This design comes from an exercise in tuning for small area on the open sky130 flow, not from production work. The RTL was checked by simulation tests, not by an equivalence proof against the original design. Power is estimated from default activity; no workload was simulated.

==> flow/design.v <==
module mfv (
    input             clk,
    input             rst,
    input             bus_valid,
    input             bus_write,
    input      [1:0]  bus_size,      
    input      [6:0]  bus_addr,      
    input      [31:0] bus_wdata,
    output reg        resp_valid,
    output reg        resp_err,
    output reg [31:0] resp_rdata,
    output            tx_valid,
    output     [7:0]  tx_data,
    input             tx_ready,
    input             rx_valid,
    input      [7:0]  rx_data,
    output            rx_ready,
    input             rx_timeout
);
    localparam [1:0] M_IDLE = 2'd0, M_TX = 2'd1, M_RECV = 2'd2, M_DRAIN = 2'd3;
    localparam [1:0] K_NONE = 2'd0, K_CUR = 2'd1, K_ENG = 2'd2;
    localparam [31:0] MFV_ID = 32'h4D465601;
    function [15:0] crc_step;
        input [15:0] c_in;
        input [7:0]  b;
        reg   [15:0] c;
        integer k;
        begin
            c = c_in ^ {8'h00, b};
            for (k = 0; k < 8; k = k + 1)
                c = c[0] ? ((c >> 1) ^ 16'hA001) : (c >> 1);
            crc_step = c;
        end
    endfunction
    function nib_bad;
        input [7:0] b;
        begin
            nib_bad = (b[7:4] > 4'd9) || (b[3:0] > 4'd9);
        end
    endfunction
    reg [1:0]   mode, kind;
    reg         done, crc_ok, tmo, fniberr, bniberr;
    reg [2:0]   cause;
    reg [31:0]  addr_r, data_r;
    reg [15:0]  crc_r;
    reg [31:0]  bcd_raw;         
    reg [15:0]  crc_rx, crc_calc;
    reg [55:0]  cur_raw;         
    reg         cur_sent;        
    reg [127:0] eng_raw;         
    reg         eng_sent;        
    reg [4:0]   rxcount, draincnt;
    reg [2:0]   txidx;
    reg [183:0] rxbuf;           
    reg [39:0]  txbuf;           
    reg         txfull;          
    reg [15:0]  rcrc;            
    reg [15:0] tcrc;
    integer ti;
    always @(*) begin
        tcrc = 16'hFFFF;
        for (ti = 0; ti < 5; ti = ti + 1)
            tcrc = crc_step(tcrc, txbuf[ti*8 +: 8]);
    end
    wire [55:0] txfr = {tcrc, txbuf};
    assign tx_valid = (mode == M_TX);
    assign tx_data  = txfr[txidx*8 +: 8];
    assign rx_ready = mode[1];
    wire acc_bad   = (bus_size != 2'd2) || (bus_addr[1:0] != 2'b00) || (bus_addr >= 7'h64);
    wire wr_ok_reg = (bus_addr == 7'h00) || (bus_addr == 7'h08) || (bus_addr == 7'h0C);
    wire bus_err_w = acc_bad || (bus_write && !wr_ok_reg);
    wire host_wr   = bus_valid && bus_write && !bus_err_w;
    wire cmd_wr    = host_wr && (bus_addr[3:2] == 2'b00);
    wire [3:0] op  = bus_wdata[3:0];
    wire soft_rst  = cmd_wr && (bus_wdata == 32'h0000000F);
    wire is_eng = kind[1];
    wire rst_any = rst || soft_rst;
    reg [31:0] cv_in;
    always @(*) begin
        case (bus_addr[5:2])
            4'h8:    cv_in = {16'd0, cur_raw[7:0],   cur_raw[15:8]};     
            4'h9:    cv_in = {16'd0, cur_raw[23:16], cur_raw[31:24]};    
            4'hA:    cv_in = {8'd0,  cur_raw[39:32], cur_raw[47:40], cur_raw[55:48]};  
            4'hB:    cv_in = {eng_raw[7:0],   eng_raw[15:8],   eng_raw[23:16],  eng_raw[31:24]};
            4'hC:    cv_in = {eng_raw[39:32], eng_raw[47:40],  eng_raw[55:48],  eng_raw[63:56]};
            4'hD:    cv_in = {eng_raw[71:64], eng_raw[79:72],  eng_raw[87:80],  eng_raw[95:88]};
            4'hE:    cv_in = {eng_raw[103:96], eng_raw[111:104], eng_raw[119:112], eng_raw[127:120]};
            default: cv_in = bcd_raw;                                     
        endcase
    end
    wire [27:0] cv_out;
    mfv_bcd4 u_bcd (.d(cv_in), .v(cv_out));
    reg [31:0] rd_mux;
    always @(*) begin
        case (bus_addr[6:2])
            5'h00: rd_mux = 32'd0;                                    
            5'h01: rd_mux = {16'd0, 1'b0, cause, 1'b0, bniberr, kind,
                             fniberr & (mode != M_RECV), tmo, crc_ok, done,
                             mode == M_DRAIN, mode == M_RECV, mode == M_TX, mode != M_IDLE};
            5'h02: rd_mux = addr_r;
            5'h03: rd_mux = data_r;
            5'h04: rd_mux = {16'd0, crc_r};
            5'h05: rd_mux = {4'd0, cv_out};
            5'h06: rd_mux = {16'd0, crc_rx};
            5'h07: rd_mux = {16'd0, crc_calc};
            5'h08, 5'h09: rd_mux = cur_sent ? 32'h0000FFFF : {4'd0, cv_out};
            5'h0A: rd_mux = cur_sent ? 32'h0000FFFF : {4'd0, cv_out};
            5'h0B, 5'h0C, 5'h0D, 5'h0E: rd_mux = eng_sent ? 32'hFFFFFFFF : {4'd0, cv_out};
            5'h0F: rd_mux = {13'd0, txidx, 3'd0, draincnt, 3'd0, rxcount};
            5'h10: rd_mux = rxbuf[31:0];
            5'h11: rd_mux = rxbuf[63:32];
            5'h12: rd_mux = rxbuf[95:64];
            5'h13: rd_mux = rxbuf[127:96];
            5'h14: rd_mux = rxbuf[159:128];
            5'h15: rd_mux = {8'd0, rxbuf[183:160]};
            5'h16: rd_mux = txfull ? txfr[31:0] : 32'd0;
            5'h17: rd_mux = txfull ? {8'd0, txfr[55:32]} : 32'd0;
            5'h18: rd_mux = MFV_ID;
            default: rd_mux = 32'd0;
        endcase
    end
    reg [1:0]   n_mode, n_kind;
    reg         n_done, n_crc_ok, n_tmo, n_fniberr, n_bniberr;
    reg [2:0]   n_cause;
    reg [4:0]   n_rxcount, n_draincnt;
    reg [2:0]   n_txidx;
    reg [15:0]  n_rcrc;
    reg         sent_set;        
    reg         good;            
    reg         fin;             
    reg         rx_st;           
    reg [1:0]   m4;              
    wire [4:0]  len     = is_eng ? 5'd23 : 5'd14;
    wire [7:0]  crc_lo  = is_eng ? rxbuf[21*8 +: 8] : rxbuf[12*8 +: 8];
    wire [15:0] rxf     = {rx_data, crc_lo};
    wire        last    = is_eng ? (rxcount == 5'd22) : (rxcount == 5'd13);
    wire        in_crc  = is_eng ? (rxcount < 5'd21) : (rxcount < 5'd12);
    wire        in_fld  = (rxcount >= 5'd5) && in_crc;
    wire        match   = (rcrc == rxf);
    always @(*) begin
        n_mode = mode;       n_kind = kind;
        n_done = done;       n_crc_ok = crc_ok;   n_tmo = tmo;
        n_fniberr = fniberr; n_bniberr = bniberr; n_cause = cause;
        n_rxcount = rxcount; n_draincnt = draincnt; n_txidx = txidx;
        n_rcrc = rcrc;
        m4 = mode; sent_set = 1'b0; good = 1'b0; fin = 1'b0; rx_st = 1'b0;
        if (mode == M_TX && tx_ready) begin
            n_txidx = txidx + 3'd1;
            if (txidx == 3'd6) begin
                n_mode = M_IDLE;
                n_done = 1'b1;
            end
        end
        if (mode == M_RECV && rx_valid) begin
            rx_st = 1'b1;
            n_rxcount = rxcount + 5'd1;
            if (in_crc)
                n_rcrc = crc_step(rcrc, rx_data);
            if (in_fld && nib_bad(rx_data))
                n_fniberr = 1'b1;
            if (last) begin
                fin = 1'b1;
                if (match) begin
                    good     = 1'b1;
                    n_crc_ok = 1'b1;
                    n_mode   = M_IDLE;
                    n_done   = 1'b1;
                end else begin
                    sent_set   = 1'b1;
                    n_crc_ok   = 1'b0;
                    n_fniberr  = 1'b0;
                    n_draincnt = len;
                    n_mode     = M_DRAIN;
                end
            end
        end else if (mode == M_DRAIN && rx_valid) begin
            n_draincnt = draincnt - 5'd1;
            if (draincnt == 5'd1) begin
                n_mode = M_IDLE;
                n_done = 1'b1;
            end
        end
        if (rx_timeout) begin
            if (n_mode == M_RECV) begin
                sent_set   = 1'b1;
                n_crc_ok   = 1'b0;
                n_fniberr  = 1'b0;
                n_tmo      = 1'b1;
                n_draincnt = len;
                n_mode     = M_DRAIN;
            end else if (n_mode == M_DRAIN) begin
                n_draincnt = 5'd0;
                n_mode     = M_IDLE;
                n_done     = 1'b1;
            end
        end
        m4 = n_mode;
        if (cmd_wr) begin
            if (bus_wdata[31:4] != 28'd0)
                n_cause = 3'd3;                      
            else if (op >= 4'h8 && op <= 4'hE)
                n_cause = 3'd2;                      
            else if ((op == 4'h4 || op == 4'h5 || op == 4'h6) && n_mode != M_IDLE)
                n_cause = 3'd1;                      
            else if (op == 4'h7 && !n_mode[1])
                n_cause = 3'd4;                      
            else begin
                n_cause = 3'd0;
                case (op)
                    4'h3: n_bniberr = nib_bad(data_r[31:24]) | nib_bad(data_r[23:16]) |
                                      nib_bad(data_r[15:8])  | nib_bad(data_r[7:0]);
                    4'h4: begin
                        n_txidx = 3'd0;
                        n_done  = 1'b0;
                        n_mode  = M_TX;
                    end
                    4'h5, 4'h6: begin
                        n_kind     = (op == 4'h5) ? K_CUR : K_ENG;
                        n_rxcount  = 5'd0;
                        n_draincnt = 5'd0;
                        n_done     = 1'b0;
                        n_crc_ok   = 1'b0;
                        n_tmo      = 1'b0;
                        n_fniberr  = 1'b0;
                        n_rcrc     = 16'hFFFF;
                        n_mode     = M_RECV;
                    end
                    4'h7: begin
                        if (n_mode == M_RECV) begin
                            sent_set   = 1'b1;
                            n_crc_ok   = 1'b0;
                            n_fniberr  = 1'b0;
                            n_tmo      = 1'b1;
                            n_draincnt = len;
                            n_mode     = M_DRAIN;
                        end else begin
                            n_draincnt = 5'd0;
                            n_mode     = M_IDLE;
                            n_done     = 1'b1;
                        end
                    end
                    default: ;
                endcase
            end
        end
    end
    wire cmd_ok   = cmd_wr && (bus_wdata[31:4] == 28'd0);
    wire do_crc   = cmd_ok && (op == 4'h1 || op == 4'h2);
    wire do_bcd   = cmd_ok && (op == 4'h3);
    wire do_txreq = cmd_ok && (op == 4'h4) && (m4 == M_IDLE);
    always @(posedge clk) begin
        if (rst) begin
            resp_valid <= 1'b0;
            resp_err   <= 1'b0;
            resp_rdata <= 32'd0;
        end else begin
            resp_valid <= bus_valid;
            resp_err   <= bus_valid && bus_err_w;
            resp_rdata <= (bus_valid && !bus_write && !bus_err_w) ? rd_mux : 32'd0;
        end
    end
    always @(posedge clk) begin
        if (rst_any) begin
            mode <= M_IDLE;     kind <= K_NONE;
            done <= 1'b0;       crc_ok <= 1'b0;     tmo <= 1'b0;
            fniberr <= 1'b0;    bniberr <= 1'b0;    cause <= 3'd0;
            rxcount <= 5'd0;    draincnt <= 5'd0;   txidx <= 3'd0;
        end else begin
            mode <= n_mode;     kind <= n_kind;
            done <= n_done;     crc_ok <= n_crc_ok; tmo <= n_tmo;
            fniberr <= n_fniberr; bniberr <= n_bniberr; cause <= n_cause;
            rxcount <= n_rxcount; draincnt <= n_draincnt; txidx <= n_txidx;
        end
    end
    wire        ld_addr = host_wr && bus_addr[3:2] == 2'b10;
    wire        ld_data = host_wr && bus_addr[3:2] == 2'b11;
    wire        nr      = !rst_any;
    wire        ad_l = ld_addr & nr,  ad_h = !ld_addr & nr;
    wire        da_l = ld_data & nr,  da_h = !ld_data & nr;
    wire        bc_l = do_bcd & nr,   bc_h = !do_bcd & nr;
    wire        cr_l = fin & nr,      cr_h = !fin & nr;
    wire        cu_l = good & !is_eng & nr, cu_h = !(good & !is_eng) & nr;
    wire        en_l = good & is_eng & nr,  en_h = !(good & is_eng) & nr;
    wire        tx_l = do_txreq & nr, tx_h = !do_txreq & nr;
    wire [31:0] addr_r_d;
    mfv_ao22 #(32) u_addr_r (.a(ad_l), .b(bus_wdata), .c(ad_h), .d(addr_r), .y(addr_r_d));
    wire [31:0] data_r_d;
    mfv_ao22 #(32) u_data_r (.a(da_l), .b(bus_wdata), .c(da_h), .d(data_r), .y(data_r_d));
    wire [31:0] bcd_raw_d;
    mfv_ao22 #(32) u_bcd_raw (.a(bc_l), .b(data_r), .c(bc_h), .d(bcd_raw), .y(bcd_raw_d));
    wire [15:0] crc_rx_d;
    mfv_ao22 #(16) u_crc_rx (.a(cr_l), .b(rxf), .c(cr_h), .d(crc_rx), .y(crc_rx_d));
    wire [15:0] crc_calc_d;
    mfv_ao22 #(16) u_crc_calc (.a(cr_l), .b(rcrc), .c(cr_h), .d(crc_calc), .y(crc_calc_d));
    wire [55:0] cur_raw_d;
    mfv_ao22 #(56) u_cur_raw (.a(cu_l), .b(rxbuf[95:40]), .c(cu_h), .d(cur_raw), .y(cur_raw_d));
    wire [127:0] eng_raw_d;
    mfv_ao22 #(128) u_eng_raw (.a(en_l), .b(rxbuf[167:40]), .c(en_h), .d(eng_raw), .y(eng_raw_d));
    wire [39:0] txbuf_d;
    mfv_ao22 #(40) u_txbuf (.a(tx_l), .b({data_r[7:0], addr_r[7:0], addr_r[15:8], addr_r[23:16], addr_r[31:24]}), .c(tx_h), .d(txbuf), .y(txbuf_d));
    always @(posedge clk) begin
        addr_r <= addr_r_d;
        data_r <= data_r_d;
        bcd_raw <= bcd_raw_d;
        crc_rx <= crc_rx_d;
        crc_calc <= crc_calc_d;
        cur_raw <= cur_raw_d;
        eng_raw <= eng_raw_d;
        txbuf <= txbuf_d;
    end
    always @(posedge clk) begin
        if (rst_any)
            crc_r <= 16'hFFFF;
        else if (do_crc)
            crc_r <= op[1] ? crc_step(crc_r, data_r[7:0]) : 16'hFFFF;
    end
    always @(posedge clk) begin
        if (rst_any) begin
            cur_sent <= 1'b1;
            eng_sent <= 1'b1;
        end else if (sent_set) begin
            if (is_eng) eng_sent <= 1'b1;
            else        cur_sent <= 1'b1;
        end else if (good) begin
            if (is_eng) eng_sent <= 1'b0;
            else        cur_sent <= 1'b0;
        end
    end
    always @(posedge clk) begin
        rcrc <= n_rcrc;
    end
    reg [22:0] rb_l, rb_h;
    integer bi;
    always @(*) begin
        for (bi = 0; bi < 23; bi = bi + 1) begin
            rb_l[bi] = rx_st && (rxcount == bi) && nr;
            rb_h[bi] = !(rx_st && (rxcount == bi)) && nr;
        end
    end
    genvar gb;
    generate
        for (gb = 0; gb < 23; gb = gb + 1) begin : g_rxbuf
            wire [7:0] rb_d;
            mfv_ao22 #(8) u_rb (.a(rb_l[gb]), .b(rx_data), .c(rb_h[gb]), .d(rxbuf[gb*8 +: 8]), .y(rb_d));
            always @(posedge clk)
                rxbuf[gb*8 +: 8] <= rb_d;
        end
    endgenerate
    always @(posedge clk) begin
        if (rst_any)
            txfull <= 1'b0;
        else if (do_txreq)
            txfull <= 1'b1;
    end
endmodule
module mfv_ao22 #(parameter W = 1) (
    input          a,
    input  [W-1:0] b,
    input          c,
    input  [W-1:0] d,
    output [W-1:0] y
);
    genvar i;
    generate
        for (i = 0; i < W; i = i + 1) begin : g
            mfv_ao22b u (.a(a), .b(b[i]), .c(c), .d(d[i]), .y(y[i]));
        end
    endgenerate
endmodule
module mfv_ao22b (input a, input b, input c, input d, output y);
    assign y = (a & b) | (c & d);
endmodule
module mfv_bcd4 (
    input  [31:0] d,
    output [27:0] v
);
    wire w1 = ~d[8];
    wire w2 = ~d[9];
    wire w3 = ~d[10];
    wire w4 = ~d[11];
    wire w5 = ~d[12];
    wire w6 = ~d[13];
    wire w7 = ~d[14];
    wire w8 = ~d[15];
    wire w9 = ~d[16];
    wire w10 = ~d[17];
    wire w11 = ~d[18];
    wire w12 = ~d[19];
    wire w13 = ~d[20];
    wire w14 = ~d[21];
    wire w15 = ~d[22];
    wire w16 = ~d[23];
    wire w17 = ~d[20];
    wire w18 = ~d[21];
    wire w19 = ~d[22];
    wire w20 = ~d[23];
    wire w21 = ~d[24];
    wire w22 = ~d[25];
    wire w23 = ~d[26];
    wire w24 = ~d[27];
    wire w25 = ~d[28];
    wire w26 = ~d[29];
    wire w27 = ~d[30];
    wire w28 = ~d[31];
    wire w29 = ~d[28];
    wire w30 = ~d[29];
    wire w31 = ~d[30];
    wire w32 = ~d[31];
    wire w33 = ~d[28];
    wire w34 = ~d[29];
    wire w35 = ~d[30];
    wire w36 = ~d[31];
    wire w37, w38;
    mfv_ha u1 (.a(d[1]), .b(d[4]), .s(w37), .co(w38));
    wire w39, w40;
    mfv_fa u2 (.a(d[2]), .b(d[5]), .c(d[8]), .s(w39), .co(w40));
    wire w41, w42;
    mfv_ha u3 (.a(w38), .b(w39), .s(w41), .co(w42));
    wire w43, w44;
    mfv_fa u4 (.a(d[3]), .b(d[6]), .c(d[4]), .s(w43), .co(w44));
    wire w45, w46;
    mfv_fa u5 (.a(d[9]), .b(d[12]), .c(w40), .s(w45), .co(w46));
    wire w47, w48;
    mfv_fa u6 (.a(w42), .b(w43), .c(w45), .s(w47), .co(w48));
    wire w49, w50;
    mfv_fa u7 (.a(d[7]), .b(d[5]), .c(d[10]), .s(w49), .co(w50));
    wire w51, w52;
    mfv_fa u8 (.a(d[13]), .b(d[16]), .c(w44), .s(w51), .co(w52));
    wire w53, w54;
    mfv_fa u9 (.a(w46), .b(w48), .c(w49), .s(w53), .co(w54));
    wire w55, w56;
    mfv_ha u10 (.a(w51), .b(w53), .s(w55), .co(w56));
    wire w57, w58;
    mfv_fa u11 (.a(d[6]), .b(d[11]), .c(w1), .s(w57), .co(w58));
    wire w59, w60;
    mfv_fa u12 (.a(d[14]), .b(w5), .c(d[17]), .s(w59), .co(w60));
    wire w61, w62;
    mfv_fa u13 (.a(d[20]), .b(w50), .c(w52), .s(w61), .co(w62));
    wire w63, w64;
    mfv_fa u14 (.a(w54), .b(w56), .c(w57), .s(w63), .co(w64));
    wire w65, w66;
    mfv_fa u15 (.a(w59), .b(w61), .c(w63), .s(w65), .co(w66));
    wire w67 = ~(d[7] ^ w2);
    wire w68 = d[7] | w2;
    wire w69, w70;
    mfv_fa u16 (.a(d[15]), .b(w6), .c(d[18]), .s(w69), .co(w70));
    wire w71, w72;
    mfv_fa u17 (.a(d[21]), .b(d[24]), .c(w58), .s(w71), .co(w72));
    wire w73, w74;
    mfv_fa u18 (.a(w60), .b(w62), .c(w64), .s(w73), .co(w74));
    wire w75, w76;
    mfv_fa u19 (.a(w66), .b(w67), .c(w69), .s(w75), .co(w76));
    wire w77, w78;
    mfv_fa u20 (.a(w71), .b(w73), .c(w75), .s(w77), .co(w78));
    wire w79, w80;
    mfv_fa u21 (.a(w3), .b(d[8]), .c(w7), .s(w79), .co(w80));
    wire w81, w82;
    mfv_fa u22 (.a(d[19]), .b(d[22]), .c(d[20]), .s(w81), .co(w82));
    wire w83, w84;
    mfv_fa u23 (.a(d[25]), .b(d[28]), .c(w68), .s(w83), .co(w84));
    wire w85, w86;
    mfv_fa u24 (.a(w70), .b(w72), .c(w74), .s(w85), .co(w86));
    wire w87, w88;
    mfv_fa u25 (.a(w76), .b(w78), .c(w79), .s(w87), .co(w88));
    wire w89, w90;
    mfv_fa u26 (.a(w81), .b(w83), .c(w85), .s(w89), .co(w90));
    wire w91, w92;
    mfv_ha u27 (.a(w87), .b(w89), .s(w91), .co(w92));
    wire w93 = ~(w4 ^ d[9]);
    wire w94 = w4 | d[9];
    wire w95, w96;
    mfv_fa u28 (.a(w8), .b(w9), .c(d[23]), .s(w95), .co(w96));
    wire w97, w98;
    mfv_fa u29 (.a(d[21]), .b(d[26]), .c(d[29]), .s(w97), .co(w98));
    wire w99, w100;
    mfv_fa u30 (.a(w80), .b(w82), .c(w84), .s(w99), .co(w100));
    wire w101, w102;
    mfv_fa u31 (.a(w86), .b(w88), .c(w90), .s(w101), .co(w102));
    wire w103, w104;
    mfv_fa u32 (.a(w92), .b(w93), .c(w95), .s(w103), .co(w104));
    wire w105, w106;
    mfv_fa u33 (.a(w97), .b(w99), .c(w101), .s(w105), .co(w106));
    wire w107, w108;
    mfv_ha u34 (.a(w103), .b(w105), .s(w107), .co(w108));
    wire w109, w110;
    mfv_fa u35 (.a(d[10]), .b(w10), .c(d[22]), .s(w109), .co(w110));
    wire w111, w112;
    mfv_fa u36 (.a(w13), .b(d[27]), .c(d[24]), .s(w111), .co(w112));
    wire w113, w114;
    mfv_fa u37 (.a(d[30]), .b(w25), .c(w94), .s(w113), .co(w114));
    wire w115, w116;
    mfv_fa u38 (.a(w96), .b(w98), .c(w100), .s(w115), .co(w116));
    wire w117, w118;
    mfv_fa u39 (.a(w102), .b(w104), .c(w106), .s(w117), .co(w118));
    wire w119, w120;
    mfv_fa u40 (.a(w108), .b(w109), .c(w111), .s(w119), .co(w120));
    wire w121, w122;
    mfv_fa u41 (.a(w113), .b(w115), .c(w117), .s(w121), .co(w122));
    wire w123, w124;
    mfv_ha u42 (.a(w119), .b(w121), .s(w123), .co(w124));
    wire w125, w126;
    mfv_fa u43 (.a(d[11]), .b(d[12]), .c(w11), .s(w125), .co(w126));
    wire w127, w128;
    mfv_fa u44 (.a(d[23]), .b(w14), .c(d[25]), .s(w127), .co(w128));
    wire w129, w130;
    mfv_fa u45 (.a(d[31]), .b(w26), .c(w110), .s(w129), .co(w130));
    wire w131, w132;
    mfv_fa u46 (.a(w112), .b(w114), .c(w116), .s(w131), .co(w132));
    wire w133, w134;
    mfv_fa u47 (.a(w118), .b(w120), .c(w122), .s(w133), .co(w134));
    wire w135, w136;
    mfv_fa u48 (.a(w124), .b(w125), .c(w127), .s(w135), .co(w136));
    wire w137, w138;
    mfv_fa u49 (.a(w129), .b(w131), .c(w133), .s(w137), .co(w138));
    wire w139, w140;
    mfv_ha u50 (.a(w135), .b(w137), .s(w139), .co(w140));
    wire w141 = ~(d[13] ^ w12);
    wire w142 = d[13] | w12;
    wire w143, w144;
    mfv_fa u51 (.a(d[16]), .b(w15), .c(d[20]), .s(w143), .co(w144));
    wire w145, w146;
    mfv_fa u52 (.a(d[26]), .b(w27), .c(w29), .s(w145), .co(w146));
    wire w147, w148;
    mfv_fa u53 (.a(w126), .b(w128), .c(w130), .s(w147), .co(w148));
    wire w149, w150;
    mfv_fa u54 (.a(w132), .b(w134), .c(w136), .s(w149), .co(w150));
    wire w151, w152;
    mfv_fa u55 (.a(w138), .b(w140), .c(w141), .s(w151), .co(w152));
    wire w153, w154;
    mfv_fa u56 (.a(w143), .b(w145), .c(w147), .s(w153), .co(w154));
    wire w155, w156;
    mfv_fa u57 (.a(w149), .b(w151), .c(w153), .s(w155), .co(w156));
    wire w157 = ~(d[14] ^ d[17]);
    wire w158 = d[14] | d[17];
    wire w159, w160;
    mfv_fa u58 (.a(w16), .b(d[21]), .c(d[27]), .s(w159), .co(w160));
    wire w161, w162;
    mfv_fa u59 (.a(w28), .b(w30), .c(w142), .s(w161), .co(w162));
    wire w163, w164;
    mfv_fa u60 (.a(w144), .b(w146), .c(w148), .s(w163), .co(w164));
    wire w165, w166;
    mfv_fa u61 (.a(w150), .b(w152), .c(w154), .s(w165), .co(w166));
    wire w167, w168;
    mfv_fa u62 (.a(w156), .b(w157), .c(w159), .s(w167), .co(w168));
    wire w169, w170;
    mfv_fa u63 (.a(w161), .b(w163), .c(w165), .s(w169), .co(w170));
    wire w171, w172;
    mfv_ha u64 (.a(w167), .b(w169), .s(w171), .co(w172));
    wire w173 = ~(d[15] ^ d[18]);
    wire w174 = d[15] | d[18];
    wire w175, w176;
    mfv_fa u65 (.a(d[16]), .b(d[22]), .c(w31), .s(w175), .co(w176));
    wire w177, w178;
    mfv_fa u66 (.a(d[28]), .b(w158), .c(w160), .s(w177), .co(w178));
    wire w179, w180;
    mfv_fa u67 (.a(w162), .b(w164), .c(w166), .s(w179), .co(w180));
    wire w181, w182;
    mfv_fa u68 (.a(w168), .b(w170), .c(w172), .s(w181), .co(w182));
    wire w183, w184;
    mfv_fa u69 (.a(w173), .b(w175), .c(w177), .s(w183), .co(w184));
    wire w185, w186;
    mfv_fa u70 (.a(w179), .b(w181), .c(w183), .s(w185), .co(w186));
    wire w187, w188;
    mfv_fa u71 (.a(d[19]), .b(d[17]), .c(d[23]), .s(w187), .co(w188));
    wire w189, w190;
    mfv_fa u72 (.a(d[24]), .b(w32), .c(d[29]), .s(w189), .co(w190));
    wire w191, w192;
    mfv_fa u73 (.a(w174), .b(w176), .c(w178), .s(w191), .co(w192));
    wire w193, w194;
    mfv_fa u74 (.a(w180), .b(w182), .c(w184), .s(w193), .co(w194));
    wire w195, w196;
    mfv_fa u75 (.a(w186), .b(w187), .c(w189), .s(w195), .co(w196));
    wire w197, w198;
    mfv_fa u76 (.a(w191), .b(w193), .c(w195), .s(w197), .co(w198));
    wire w199 = ~(d[18] ^ w17);
    wire w200 = d[18] | w17;
    wire w201, w202;
    mfv_fa u77 (.a(d[25]), .b(d[30]), .c(d[28]), .s(w201), .co(w202));
    wire w203, w204;
    mfv_fa u78 (.a(w188), .b(w190), .c(w192), .s(w203), .co(w204));
    wire w205, w206;
    mfv_fa u79 (.a(w194), .b(w196), .c(w198), .s(w205), .co(w206));
    wire w207, w208;
    mfv_fa u80 (.a(w199), .b(w201), .c(w203), .s(w207), .co(w208));
    wire w209, w210;
    mfv_ha u81 (.a(w205), .b(w207), .s(w209), .co(w210));
    wire w211, w212;
    mfv_fa u82 (.a(d[19]), .b(w18), .c(d[26]), .s(w211), .co(w212));
    wire w213, w214;
    mfv_fa u83 (.a(w21), .b(d[31]), .c(d[29]), .s(w213), .co(w214));
    wire w215, w216;
    mfv_fa u84 (.a(w200), .b(w202), .c(w204), .s(w215), .co(w216));
    wire w217, w218;
    mfv_fa u85 (.a(w206), .b(w208), .c(w210), .s(w217), .co(w218));
    wire w219, w220;
    mfv_fa u86 (.a(w211), .b(w213), .c(w215), .s(w219), .co(w220));
    wire w221, w222;
    mfv_ha u87 (.a(w217), .b(w219), .s(w221), .co(w222));
    wire w223, w224;
    mfv_fa u88 (.a(w19), .b(d[20]), .c(d[27]), .s(w223), .co(w224));
    wire w225, w226;
    mfv_fa u89 (.a(w22), .b(d[30]), .c(w212), .s(w225), .co(w226));
    wire w227, w228;
    mfv_fa u90 (.a(w214), .b(w216), .c(w218), .s(w227), .co(w228));
    wire w229, w230;
    mfv_fa u91 (.a(w220), .b(w222), .c(w223), .s(w229), .co(w230));
    wire w231, w232;
    mfv_fa u92 (.a(w225), .b(w227), .c(w229), .s(w231), .co(w232));
    wire w233, w234;
    mfv_fa u93 (.a(w20), .b(d[21]), .c(w23), .s(w233), .co(w234));
    wire w235, w236;
    mfv_fa u94 (.a(d[31]), .b(w224), .c(w226), .s(w235), .co(w236));
    wire w237, w238;
    mfv_fa u95 (.a(w228), .b(w230), .c(w232), .s(w237), .co(w238));
    wire w239, w240;
    mfv_fa u96 (.a(w233), .b(w235), .c(w237), .s(w239), .co(w240));
    wire w241, w242;
    mfv_fa u97 (.a(d[22]), .b(w24), .c(w33), .s(w241), .co(w242));
    wire w243, w244;
    mfv_fa u98 (.a(w234), .b(w236), .c(w238), .s(w243), .co(w244));
    wire w245, w246;
    mfv_fa u99 (.a(w240), .b(w241), .c(w243), .s(w245), .co(w246));
    wire w247 = ~(d[23] ^ d[24]);
    wire w248 = d[23] | d[24];
    wire w249, w250;
    mfv_fa u100 (.a(w34), .b(w242), .c(w244), .s(w249), .co(w250));
    wire w251, w252;
    mfv_fa u101 (.a(w246), .b(w247), .c(w249), .s(w251), .co(w252));
    wire w253 = ~(d[25] ^ w35);
    wire w254 = d[25] | w35;
    wire w255, w256;
    mfv_fa u102 (.a(d[28]), .b(w248), .c(w250), .s(w255), .co(w256));
    wire w257, w258;
    mfv_fa u103 (.a(w252), .b(w253), .c(w255), .s(w257), .co(w258));
    wire w259 = ~(d[26] ^ w36);
    wire w260 = d[26] | w36;
    wire w261, w262;
    mfv_fa u104 (.a(d[29]), .b(w254), .c(w256), .s(w261), .co(w262));
    wire w263, w264;
    mfv_fa u105 (.a(w258), .b(w259), .c(w261), .s(w263), .co(w264));
    wire w265, w266;
    mfv_fa u106 (.a(d[27]), .b(d[30]), .c(d[28]), .s(w265), .co(w266));
    wire w267, w268;
    mfv_fa u107 (.a(w260), .b(w262), .c(w264), .s(w267), .co(w268));
    wire w269, w270;
    mfv_ha u108 (.a(w265), .b(w267), .s(w269), .co(w270));
    wire w271 = ~(d[31] ^ d[29]);
    wire w272 = d[31] | d[29];
    wire w273, w274;
    mfv_fa u109 (.a(w266), .b(w268), .c(w270), .s(w273), .co(w274));
    wire w275, w276;
    mfv_ha u110 (.a(w271), .b(w273), .s(w275), .co(w276));
    wire w277 = ~(d[30] ^ w272);
    wire w278 = d[30] | w272;
    wire w279, w280;
    mfv_fa u111 (.a(w274), .b(w276), .c(w277), .s(w279), .co(w280));
    wire w281 = ~(d[31] ^ w278);
    wire w282 = d[31] | w278;
    wire w283, w284;
    mfv_ha u112 (.a(w280), .b(w281), .s(w283), .co(w284));
    wire w285 = ~(w282 ^ w284);
    wire w286 = w282 | w284;
    assign v = {w285, w283, w279, w275, w269, w263, w257, w251, w245, w239, w231, w221, w209, w197, w185, w171, w155, w139, w123, w107, w91, w77, w65, w55, w47, w41, w37, d[0]};
endmodule
module mfv_fa (input a, input b, input c, output s, output co);
    assign s  = a ^ b ^ c;
    assign co = (a & b) | (a & c) | (b & c);
endmodule
module mfv_ha (input a, input b, output s, output co);
    assign s  = a ^ b;
    assign co = a & b;
endmodule
==> flow/run.sh <==
#!/bin/bash
# synth_recipe.tcl (not shown) runs the flow's synth.tcl, then flattens the netlist and writes it again
# the make line also repeats each setting of config.mk as NAME=value (left out here)
make -C /OpenROAD-flow-scripts/flow DESIGN_CONFIG=/design/flow/config.mk WORK_HOME=/design/flow/orfs CLKGATE_MAP_FILE= SYNTH_SCRIPT=/design/flow/synth_recipe.tcl finish
==> flow/config.mk <==
export PLATFORM = sky130hd
export DESIGN_NAME = mfv
export DESIGN_NICKNAME = mfv
export VERILOG_FILES = /design/flow/design.v
export SDC_FILE = /design/flow/constraint.sdc
export NUM_CORES = 4
export LEC_CHECK = 0
export CAP_MARGIN = 20
export CORE_MARGIN = 2
export CORE_UTILIZATION = 40
export SLEW_MARGIN = 20
export SYNTH_HIERARCHICAL = 1
==> flow/constraint.sdc <==
create_clock -name core_clock -period 20.0 [get_ports {clk}]
set_input_delay 4.0000 -clock core_clock [delete_from_list [all_inputs] [get_ports {clk}]]
set_output_delay 4.0000 -clock core_clock [all_outputs]
set_load 0.01 [all_outputs]
==> notes.md <==
[Yosys stat by module, one instance, submodules excluded, excerpt]
module	cells inside	copies in the design
mfv	1864	1
mfv_bcd4	85	1
mfv_fa	1	99
mfv_ha	1	13
mfv_ao22b	1	536
[flip-flops by register name, summed over array words and instances (netlist names), 2 cells and up]
signal,cells
eng_raw,128
rxcount,5
data_r,32
crc_r,16
rcrc,16
draincnt,5
cur_raw,56
crc_calc,16
resp_rdata,32
crc_rx,16
txidx,3
addr_r,32
cause,3
mode,2
bcd_raw,32
rxbuf,184
kind,2
txbuf,40
[what timing repair did]
action                     in CTS  in global routing
gates resized for setup        36                 18
hold buffers                    0                  0
setup endpoints to repair       6                  5
pin swaps                       8                 12
setup buffers                   3                  4
[area by class of cell]
cell class	count	area, um2
sequential	630	12600
tap	931	1160
timing repair buffer	229	2010
fill	6352	35700
multi-input combinational	1764	14800
clock buffer	101	2110
clock inverter	23	166
inverter	65	244
[stage by stage]
| stage | instance area, um2 | TNS (ns) | hold slack [ns] | worst slack, ns | cells |
|---|---|---|---|---|---|
| after floorplan | 28100 | -4.68 | 0.424 | -1.34 | 2597 |
| after global placement | 30600 | -9.84 | 0.452 | -2.29 | 3612 |
| after detailed placement | 30600 | -10.99 | 0.454 | -2.47 | 3612 |
| after CTS | 33000 | -3.82 | 0.473 | -1.13 | 3739 |
| after global routing | 33100 | -5.76 | 0.480 | -1.55 | 3743 |
| final | 33100 | -4.05 | 0.473 | -1.18 | 3743 |
[kinds of logic (layout without fill, tap and decap cells)]
group | Yosys count | after routing
compound gates | 1002 | 1002
flops | 630 | 630
simple gates | 459 | 459
buf+inv | 203 | 418
xor+xnor | 141 | 141
fa+ha+maj | 135 | 135
mux | 27 | 27
[where the power goes]
group | total [mW] | internal, mW | switching (mW) | leakage (nW)
sequential | 1.31 | 1.27 | 0.0323 | 5.08
clock | 1.30 | 0.740 | 0.555 | 1.12
combinational | 0.249 | 0.0936 | 0.155 | 6.26
total | 2.85 | 2.11 | 0.743 | 12.5
[synthesized netlist by cell type, drive strengths merged, types with 22 or more instances]
master / instances / area share, %
ha: 36 / 1.6
nor3: 22 / 0.41
xnor2: 97 / 3.0
a222oi: 55 / 2.0
clkbuf: 101 / 1.4
fa: 99 / 7.1
xor2: 34 / 1.1
dfxtp: 630 / 45
a221oi: 40 / 1.3
nand2: 141 / 1.9
inv: 65 / 0.87
a31oi: 31 / 0.69
nand3: 71 / 1.3
a21oi: 75 / 1.3
and3: 28 / 0.63
nor2: 109 / 1.5
buf: 37 / 0.90
nand4: 28 / 0.63
a22o: 580 / 18
a22oi: 86 / 2.3
o21ai: 74 / 1.3
[worst max path at each step]
stage | slack (ns) | from | to
floorplan | -1.34 | bus_addr[2] | resp_rdata[27]$_SDFF_PP0_
global placement | -2.29 | bus_addr[2] | resp_rdata[27]$_SDFF_PP0_
detailed placement | -2.47 | bus_addr[2] | resp_rdata[27]$_SDFF_PP0_
CTS | -1.13 | bus_addr[5] | resp_rdata[27]$_SDFF_PP0_
global route | -1.55 | bus_addr[3] | resp_rdata[27]$_SDFF_PP0_
finish | -1.18 | bus_addr[4] | resp_rdata[27]$_SDFF_PP0_
[per-layer routing]
metal | vias to the layer above | GRT usage (%) | wire (um)
met5 | - | 0 | 0
met4 | 0 | 22.6 | 9880
met2 | 1834 | 55.7 | 58000
met1 | 12754 | 49.6 | 52600
met3 | 393 | 7.50 | 15200
li1 | 10412 | - | -
==> flow_metrics.env <==
export IMPL_syn_nets=2788
export IMPL_cts_sinks=630
export IMPL_p_leak_nw=12.5
export IMPL_rr_startpoint="eng_raw[61]$_DFF_P_"
export IMPL_cts_tree="done"
export IMPL_power_density_mw_per_mm2=86.0
export IMPL_grt_pass1_wl_um=189000
export IMPL_synth_compound_area_share_pct=28.9
export IMPL_layout_common_cells="dfxtp_1, a22o_1, nand2_1"
export IMPL_track_usage_pct=37.3
export IMPL_synthMuxAreaShare_pct=1.36
export IMPL_drt_iter0_markers=3910
export IMPL_synthAdderAreaFrac_pct=8.72
export IMPL_mostFrequentLayoutCell="dfxtp_1"
export IMPL_clkSlewWorstSetupHoldPaths_ns=0.06
export IMPL_max_freq_mhz=47.2
export IMPL_drt_pass1_iterations=7
export IMPL_ys_async_sr_fraction_pct=0
export IMPL_crit_required_ns=20.44
export IMPL_die_area_mm2=0.0719
export IMPL_critPathLaunchType="input pin"
export IMPL_crit_cells=53
export IMPL_h_tree_depth=3
export IMPL_yosys_area_share_simple_pct=7.77
export IMPL_place_congestion=0.991
export IMPL_drive_above_1_share_pct=12.4
export IMPL_clock_latency_ns=0.63
export IMPL_check_faults="negative setup slack"
export IMPL_area_growth_pct=18.7
export IMPL_place_hpwl_um=100000
export IMPL_die_w_um=268
export IMPL_synth_area_mm2=0.0279
export IMPL_hp_class="reg2reg"
export IMPL_pin_count=100
export IMPL_ys_types=61
export IMPL_holdPathEnd="rxbuf[37]$_DFF_P_"
export IMPL_final_core_util_pct=48.1
export IMPL_num_rows=96
export IMPL_cts_root_buf="clkbuf_16"
export IMPL_antenna_left=0
export IMPL_synthXorXnorAreaFrac_pct=4.93
export IMPL_ys_seq_area_share_pct=45.2
export IMPL_reg2reg_slack_ns=2.21
export IMPL_slew_headroom_pct=19.3
export IMPL_grt_pass1_vias=24127
export IMPL_min_delay_path_depth=1
export IMPL_crit_path_end_kind="flop"
export IMPL_period_needed_ns=21.18
export IMPL_grt_max_degree=76
export IMPL_path_delay_family="adder cells"
export IMPL_setup_viol_count_final=5
export IMPL_path_max_fanout=5
export IMPL_drc_errors=0
export IMPL_grt_ovfl_total=0
export IMPL_n_antenna_cell=0
export IMPL_coreArea_mm2=0.0688
export IMPL_dieHeight_um=268
export IMPL_synth_edf_count=0
export IMPL_crit_top_cell="fa_1"
export IMPL_r2r_end="resp_rdata[27]$_SDFF_PP0_"
export IMPL_total_power_mw=2.85
export IMPL_synth_top_family_by_area="compound AO/OA/AOI/OAI gates"
export IMPL_cts_buffer_depth=3
export IMPL_synth_cells=2597
export IMPL_worst_slack_ns=-1.18
export IMPL_nNetsFinal=2952
export IMPL_peakVddDrop_v=0.000119
export IMPL_rsz0062_at_grt="yes"
export IMPL_postSynthAreaPerCell_um2=10.7
export IMPL_cts_buffers_inserted=71
export IMPL_worst_slew_pin_slew_ns=1.21
export IMPL_port_buffer_count=99
export IMPL_antenna_found_initial=2
export IMPL_yosysWarningCount=7
export IMPL_fin_crit_sh_pct=106
export IMPL_via_per_inst=6.78
export IMPL_cp_arrival_ns=21.62
export IMPL_route_detailed_wl_per_inst_um=36.2
export IMPL_slowest_delay_ns=0.55
export IMPL_status="finished with violations"
export IMPL_slew_viol_final=0
export IMPL_cp_buffers_inverters=2
export IMPL_criticalPathCategory="in2reg"
export IMPL_crit_path_top_delay_cell="fa_1"
export IMPL_synth_seq_cells=630
export IMPL_start_util_pct=40.6
export IMPL_hold_start="rxbuf[37]$_DFF_P_"
export IMPL_via_count=25393
export IMPL_cap_violations=0
export IMPL_finClkSkew_ns=0.0255
export IMPL_hold_violations=0
export IMPL_worst_r2r_cell_count=49
export IMPL_ys_flop_type="dfxtp_1"
export IMPL_wirelength_um=136000

==> port drivers added, routing unchanged <==
Ports are ideal in the flow. The routed layout listed here was re-timed in OpenROAD. Step 1 assumes that a clkbuf_16 drives the clock port and a buf_2 every other input. Step 2, shift: input delay + t, output delay - t, t = (earliest + latest rising clock arrival at the registers) / 2. This alone moves slack from input paths to output paths. Three values: ideal ports, drivers, drivers and shift; two values: the first two.
shift t [ns]: 0.686
setup slack, ns: -1.179 / -1.158 / -1.845
cell pins on the clock port's net: 1
For this run, drivers alone change the setup slack by +0.021 ns; drivers and shift together by -0.666 ns.
